This is an optimization exercise on Yosys and OpenROAD, whose aim is small area, a short achievable clock period and few clock cycles, not a production implementation. RTL that was checked went through simulation tests only; none was proved equivalent to the original. Power and IR drop assume default switching activity.

==> flow/design.v <==
module upe_link (
    input  wire        clk,
    input  wire        rst,
    input  wire        strict,
    input  wire        rx_valid,
    input  wire [7:0]  rx_data,
    output wire        rx_ready,
    output reg         ro_valid,
    input  wire        ro_ready,
    output reg  [1:0]  ro_kind,
    output reg  [7:0]  ro_data,
    output wire [15:0] ro_crc_calc,
    output wire [15:0] ro_crc_recv,
    input  wire        ti_valid,
    input  wire [7:0]  ti_data,
    output wire        ti_ready,
    output reg         to_valid,
    input  wire        to_ready,
    output reg  [7:0]  to_data
);
    localparam [1:0] K_BYTE  = 2'd0;
    localparam [1:0] K_FRAME = 2'd1;
    localparam [1:0] K_DROP  = 2'd2;
    localparam [15:0] KEY_B0 = 16'h7760;
    localparam [15:0] KEY_B1 = 16'h3019;
    localparam [15:0] KEY_B2 = 16'h065F;
    localparam [15:0] KEY_B3 = 16'h4052;
    localparam [15:0] KEY_B4 = 16'h1625;
    localparam [15:0] KEY_B5 = 16'h431A;
    localparam [15:0] KEY_B6 = 16'h4C8A;
    localparam [15:0] KEY_B7 = 16'hC428;
    function [7:0] key;
        input [3:0] i;
        begin
            key = {KEY_B7[i], KEY_B6[i], KEY_B5[i], KEY_B4[i],
                   KEY_B3[i], KEY_B2[i], KEY_B1[i], KEY_B0[i]};
        end
    endfunction
    function [15:0] dec16;
        input [15:0] c;
        integer k;
        begin
            dec16[0] = ~c[0];
            for (k = 1; k < 16; k = k + 1)
                dec16[k] = c[k] ^ ~|(c & ((16'd1 << k) - 16'd1));
        end
    endfunction
    function [15:0] crc_update;
        input [7:0]  b;
        input [15:0] crc;
        integer k;
        reg [15:0] c;
        begin
            c = crc ^ {b, 8'h00};
            for (k = 0; k < 8; k = k + 1)
                c = c[15] ? ((c << 1) ^ 16'h1021) : (c << 1);
            crc_update = c;
        end
    endfunction
    localparam [3:0] S_IDLE    = 4'd0;
    localparam [3:0] S_SYNC2   = 4'd1;
    localparam [3:0] S_LENLO   = 4'd2;
    localparam [3:0] S_LENHI   = 4'd3;
    localparam [3:0] S_PAYLOAD = 4'd4;
    localparam [3:0] S_CKLO    = 4'd5;
    localparam [3:0] S_CKHI    = 4'd6;
    localparam [3:0] S_FOOT1   = 4'd7;
    localparam [3:0] S_FOOT2   = 4'd8;
    reg [3:0]  stage;
    reg [15:0] rcnt;
    reg [3:0]  rkidx;
    reg        rshort;
    reg [15:0] crc_calc;
    reg        ro_new;       
    assign rx_ready    = !ro_valid || ro_ready;
    assign ro_crc_calc = crc_calc;
    assign ro_crc_recv = rcnt;
    wire       rx_take  = rx_valid && rx_ready;
    wire [7:0]  rkey     = key(rkidx);
    wire [7:0]  rx_plain = rx_data ^ rkey;
    wire [15:0] crc_next = crc_update(ro_data, crc_calc);
    wire [15:0] rcnt_dec = dec16(rcnt);
    wire        crc_ok   = (crc_calc == rcnt);
    reg        rp;
    reg [1:0]  rp_kind;
    reg [7:0]  rp_data;
    always @(*) begin
        rp      = 1'b0;
        rp_kind = K_BYTE;
        rp_data = rx_plain;
        case (stage)
            S_PAYLOAD: rp = 1'b1;
            S_FOOT1: begin
                rp      = (rx_data != 8'hDC);
                rp_kind = K_DROP;
                rp_data = 8'd0;
            end
            S_FOOT2: begin
                rp = 1'b1;
                if (rx_data != 8'hBA) begin
                    rp_kind = K_DROP;
                    rp_data = 8'd0;
                end else if (rshort) begin
                    rp_kind = K_DROP;
                    rp_data = 8'd1;
                end else if (strict && !crc_ok) begin
                    rp_kind = K_DROP;
                    rp_data = 8'd2;
                end else begin
                    rp_kind = K_FRAME;
                    rp_data = {7'd0, crc_ok};
                end
            end
            default: ;
        endcase
    end
    always @(posedge clk) begin
        if (rx_ready) begin
            ro_kind <= rp_kind;
            ro_data <= rp_data;
        end
        if (ro_new)
            crc_calc <= crc_next;
        if (rx_take) begin
            case (stage)
                S_LENLO: rcnt[7:0] <= rx_data;
                S_LENHI: begin
                    rcnt[15:8] <= rx_data;
                    rkidx      <= 4'd0;
                    crc_calc   <= 16'd0;
                    rshort     <= (rx_data == 8'd0) && (rcnt[7:1] == 7'd0);
                end
                S_PAYLOAD: begin
                    rcnt  <= rcnt_dec;
                    rkidx <= rkidx + 4'd1;
                end
                S_CKLO: begin
                    rcnt[7:0] <= rx_plain;
                    rkidx     <= rkidx + 4'd1;
                end
                S_CKHI: rcnt[15:8] <= rx_plain;
                default: ;
            endcase
        end
        if (rst) begin
            stage    <= S_IDLE;
            ro_valid <= 1'b0;
            ro_new   <= 1'b0;
        end else begin
            if (rx_ready)
                ro_valid <= rx_valid && rp;
            ro_new <= rx_take && stage == S_PAYLOAD;
            if (rx_take) begin
                case (stage)
                    S_IDLE:    if (rx_data == 8'hAB) stage <= S_SYNC2;
                    S_SYNC2:   stage <= (rx_data == 8'hCD) ? S_LENLO : S_IDLE;
                    S_LENLO:   stage <= S_LENHI;
                    S_LENHI:   stage <= (rx_data == 8'd0 && rcnt[7:0] == 8'd0) ?
                                        S_CKLO : S_PAYLOAD;
                    S_PAYLOAD: if (rcnt == 16'd1) stage <= S_CKLO;
                    S_CKLO:    stage <= S_CKHI;
                    S_CKHI:    stage <= S_FOOT1;
                    S_FOOT1:   stage <= (rx_data == 8'hDC) ? S_FOOT2 : S_IDLE;
                    default:   stage <= S_IDLE;
                endcase
            end
        end
    end
    localparam [3:0] T_AB   = 4'b0000;
    localparam [3:0] T_CD   = 4'b0001;
    localparam [3:0] T_L0   = 4'b0010;
    localparam [3:0] T_L1   = 4'b0011;
    localparam [3:0] T_PAY  = 4'b1000;
    localparam [3:0] T_K0   = 4'b0100;
    localparam [3:0] T_K1   = 4'b0101;
    localparam [3:0] T_DC   = 4'b0110;
    localparam [3:0] T_BA   = 4'b0111;
    localparam [1:0] I_L0   = 2'b00;    
    localparam [1:0] I_L1   = 2'b01;    
    localparam [1:0] I_PAY  = 2'b10;    
    localparam [1:0] I_HOLD = 2'b11;    
    reg [3:0]  tstate;
    reg [1:0]  tin;
    reg [15:0] tcnt;
    reg [3:0]  tkidx;
    reg [15:0] tcrc;
    reg        tfirst;       
    reg        ti_base;      
    wire out_free = !to_valid || to_ready;
    assign ti_ready = ti_base || (tstate[3] && to_ready);
    wire tx_take  = ti_valid && ti_ready;
    wire pay_take = ti_valid && tstate[3] && out_free;
    wire [7:0]  tkey      = key(tkidx);
    wire [15:0] tcrc_cur  = tfirst ? 16'd0 : tcrc;
    wire [15:0] tcrc_next = crc_update(ti_data, tcrc_cur);
    wire [15:0] tcnt_dec  = dec16(tcnt);
    reg       tg;
    reg [7:0] tg_data;
    always @(*) begin
        tg      = 1'b1;
        tg_data = 8'hAB;
        case (tstate)
            T_AB: begin
                tg      = (tin != I_L0) || ti_valid;
                tg_data = 8'hAB;
            end
            T_CD:  tg_data = 8'hCD;
            T_L0: begin
                tg      = tin[1];
                tg_data = tcnt[7:0];
            end
            T_L1: begin
                tg      = tin[1];
                tg_data = tcnt[15:8];
            end
            T_PAY: begin
                tg      = ti_valid;
                tg_data = ti_data ^ tkey;
            end
            T_K0:  tg_data = tcrc_cur[7:0] ^ tkey;
            T_K1:  tg_data = tcrc_cur[15:8] ^ tkey;
            T_DC:  tg_data = 8'hDC;
            default: tg_data = 8'hBA;
        endcase
    end
    reg [3:0] tstate_n;
    reg [1:0] tin_n;
    always @(*) begin
        tin_n    = tin;
        tstate_n = tstate;
        if (tx_take && tin == I_L0)
            tin_n = I_L1;
        if (tx_take && tin == I_L1)
            tin_n = (ti_data == 8'd0 && tcnt[7:0] == 8'd0) ? I_HOLD : I_PAY;
        if (out_free && tg) begin
            case (tstate)
                T_AB: tstate_n = T_CD;
                T_CD: tstate_n = T_L0;
                T_L0: tstate_n = T_L1;
                T_L1: begin
                    if (tin == I_HOLD) begin
                        tin_n    = I_L0;
                        tstate_n = T_K0;
                    end else begin
                        tstate_n = T_PAY;
                    end
                end
                T_PAY: begin
                    if (tcnt == 16'd1) begin
                        tin_n    = I_L0;
                        tstate_n = T_K0;
                    end
                end
                T_K0: tstate_n = T_K1;
                T_K1: tstate_n = T_DC;
                T_DC: tstate_n = T_BA;
                default: tstate_n = T_AB;
            endcase
        end
    end
    wire to_valid_n = out_free ? tg : 1'b1;
    always @(posedge clk) begin
        if (out_free)
            to_data <= tg_data;
        if (tx_take && tin == I_L0)
            tcnt[7:0] <= ti_data;
        if (tx_take && tin == I_L1)
            tcnt[15:8] <= ti_data;
        if (out_free && tg && tstate == T_L1) begin
            tkidx  <= 4'd0;
            tfirst <= 1'b1;
        end
        if (pay_take) begin
            tcrc   <= tcrc_next;
            tfirst <= 1'b0;
            tcnt   <= tcnt_dec;
            tkidx  <= tkidx + 4'd1;
        end
        if (out_free && tstate == T_K0)
            tkidx <= tkidx + 4'd1;
        if (rst) begin
            tstate   <= T_AB;
            tin      <= I_L0;
            to_valid <= 1'b0;
            ti_base  <= 1'b1;
        end else begin
            tstate   <= tstate_n;
            tin      <= tin_n;
            to_valid <= to_valid_n;
            ti_base  <= !tin_n[1] || (tstate_n[3] && !to_valid_n);
        end
    end
endmodule
clock: 4.0 ns
lec_check: 0
abc_area: 1
abc_clock_period_in_ps: 2000
cap_margin: 20
core_margin: 2
core_utilization: 55
cts_buf_list: sky130_fd_sc_hd__clkbuf_8
setup_slack_margin: 2.0
slew_margin: 20
standard.sh (not shown) runs the stock make flow with config.mk's settings and CLKGATE_MAP_FILE= SYNTH_SCRIPT=/design/flow/synth_recipe.tcl, a recipe that flattens the netlist after the stock synthesis.
==> flow/flow/run.sh <==
#!/bin/bash
# Standard layout, but let the resizer change a cell's footprint (so it can
# upsize gates and port buffers) and buffer the ports with buf_2.
set -euo pipefail
bash standard.sh MATCH_CELL_FOOTPRINT=0 'BUFFER_PORTS_ARGS=-buffer_cell sky130_fd_sc_hd__buf_2' finish > make_finish.log 2>&1
Then changed:
--- a/flow/design.v
+++ b/flow/design.v
@@ -48,13 +48,12 @@
     function [15:0] crc_update;
         input [7:0]  b;
         input [15:0] crc;
-        integer k;
-        reg [15:0] c;
+        reg [7:0] x;
         begin
-            c = crc ^ {b, 8'h00};
-            for (k = 0; k < 8; k = k + 1)
-                c = c[15] ? ((c << 1) ^ 16'h1021) : (c << 1);
-            crc_update = c;
+            x = crc[15:8] ^ b;
+            x = x ^ {4'd0, x[7:4]};
+            crc_update = {crc[7:0], 8'd0} ^ {x[3:0], 12'd0} ^
+                         {3'd0, x, 5'd0} ^ {8'd0, x};
         end
     endfunction
     localparam [3:0] S_IDLE    = 4'd0;
@@ -70,9 +69,10 @@
     reg [15:0] rcnt;
     reg [3:0]  rkidx;
     reg        rshort;
+    reg        rl0s;         
     reg [15:0] crc_calc;
     reg        ro_new;       
-    assign rx_ready    = !ro_valid || ro_ready;
+    assign rx_ready    = ro_ready;
     assign ro_crc_calc = crc_calc;
     assign ro_crc_recv = rcnt;
     wire       rx_take  = rx_valid && rx_ready;
@@ -123,12 +123,15 @@
             crc_calc <= crc_next;
         if (rx_take) begin
             case (stage)
-                S_LENLO: rcnt[7:0] <= rx_data;
+                S_LENLO: begin
+                    rcnt[7:0] <= rx_data;
+                    rl0s      <= (rx_data[7:1] == 7'd0);
+                end
                 S_LENHI: begin
                     rcnt[15:8] <= rx_data;
                     rkidx      <= 4'd0;
                     crc_calc   <= 16'd0;
-                    rshort     <= (rx_data == 8'd0) && (rcnt[7:1] == 7'd0);
+                    rshort     <= (rx_data == 8'd0) && rl0s;
                 end
                 S_PAYLOAD: begin
                     rcnt  <= rcnt_dec;
@@ -155,7 +158,7 @@
                     S_IDLE:    if (rx_data == 8'hAB) stage <= S_SYNC2;
                     S_SYNC2:   stage <= (rx_data == 8'hCD) ? S_LENLO : S_IDLE;
                     S_LENLO:   stage <= S_LENHI;
-                    S_LENHI:   stage <= (rx_data == 8'd0 && rcnt[7:0] == 8'd0) ?
+                    S_LENHI:   stage <= (rx_data == 8'd0 && rl0s && !rcnt[0]) ?
                                         S_CKLO : S_PAYLOAD;
                     S_PAYLOAD: if (rcnt == 16'd1) stage <= S_CKLO;
                     S_CKLO:    stage <= S_CKHI;
@@ -184,10 +187,10 @@
     reg [15:0] tcnt;
     reg [3:0]  tkidx;
     reg [15:0] tcrc;
+    reg        tl0z;         
     reg        tfirst;       
-    reg        ti_base;      
-    wire out_free = !to_valid || to_ready;
-    assign ti_ready = ti_base || (tstate[3] && to_ready);
+    wire out_free = to_ready;
+    assign ti_ready = !tin[1] || (tstate[3] && to_ready);
     wire tx_take  = ti_valid && ti_ready;
     wire pay_take = ti_valid && tstate[3] && out_free;
     wire [7:0]  tkey      = key(tkidx);
@@ -231,7 +234,7 @@
         if (tx_take && tin == I_L0)
             tin_n = I_L1;
         if (tx_take && tin == I_L1)
-            tin_n = (ti_data == 8'd0 && tcnt[7:0] == 8'd0) ? I_HOLD : I_PAY;
+            tin_n = (ti_data == 8'd0 && tl0z) ? I_HOLD : I_PAY;
         if (out_free && tg) begin
             case (tstate)
                 T_AB: tstate_n = T_CD;
@@ -258,12 +261,14 @@
             endcase
         end
     end
-    wire to_valid_n = out_free ? tg : 1'b1;
+    wire to_valid_n = out_free ? tg : to_valid;
     always @(posedge clk) begin
         if (out_free)
             to_data <= tg_data;
-        if (tx_take && tin == I_L0)
+        if (tx_take && tin == I_L0) begin
             tcnt[7:0] <= ti_data;
+            tl0z      <= (ti_data == 8'd0);
+        end
         if (tx_take && tin == I_L1)
             tcnt[15:8] <= ti_data;
         if (out_free && tg && tstate == T_L1) begin
@@ -282,12 +287,10 @@
             tstate   <= T_AB;
             tin      <= I_L0;
             to_valid <= 1'b0;
-            ti_base  <= 1'b1;
         end else begin
             tstate   <= tstate_n;
             tin      <= tin_n;
             to_valid <= to_valid_n;
-            ti_base  <= !tin_n[1] || (tstate_n[3] && !to_valid_n);
         end
     end
 endmodule
Outcome: The new run passed the timing, DRC and antenna checks. Synthesized area stays flat. Setup slack gains 0.043 ns. Via count barely changes. Routed wire length rose by a few percent. Cell area stays flat. Sequential power stays flat. Clock-buffer cell count went down by 1. Flip-flop and latch count increases by 1. Clock power went down slightly. Cell count shrinks slightly. Total power increases by a little under a tenth. Combinational power came out higher by a quarter to a third.
Testbench counts after the change, summed over its fixed seeds: cycles 28,518.
For the first run of this note, only the layout was checked, not whether the RTL still works.

==> port drivers added, routing unchanged <==
How much do the figures lean on ideal ports? The routed layouts below were timed once more, with nothing changed but the port constraints. Step 1 (the two cells are an assumption about what drives the block):
set clk [get_ports {clk}]
set_driving_cell -lib_cell sky130_fd_sc_hd__clkbuf_16 $clk
set_driving_cell -lib_cell sky130_fd_sc_hd__buf_2 [delete_from_list [all_inputs] $clk]
Step 2 moves the port delays by t, midway between the first and last clock arrival at a register: inputs arrive t later, outputs are due t later. That takes back most of the time a late clock gives input paths. Slacks: ideal ports / drivers / drivers and shift; pairs: ideal ports / drivers.
run | shift t [ns] | setup slack, ns | hold slack, ns | worst data-port slew with drivers (ns)
the first run | 0.428 | 1.973 / 1.950 / 1.777 | 0.493 / 0.493 / 0.493 | 0.04
the second run | 0.427 | 2.016 / 1.949 / 1.697 | 0.492 / 0.492 / 0.492 | 0.07
After both steps every run listed still meets setup and hold. The setup slack of the second run, which loses most, moves by -0.067 ns with the drivers and by -0.319 ns with both steps.
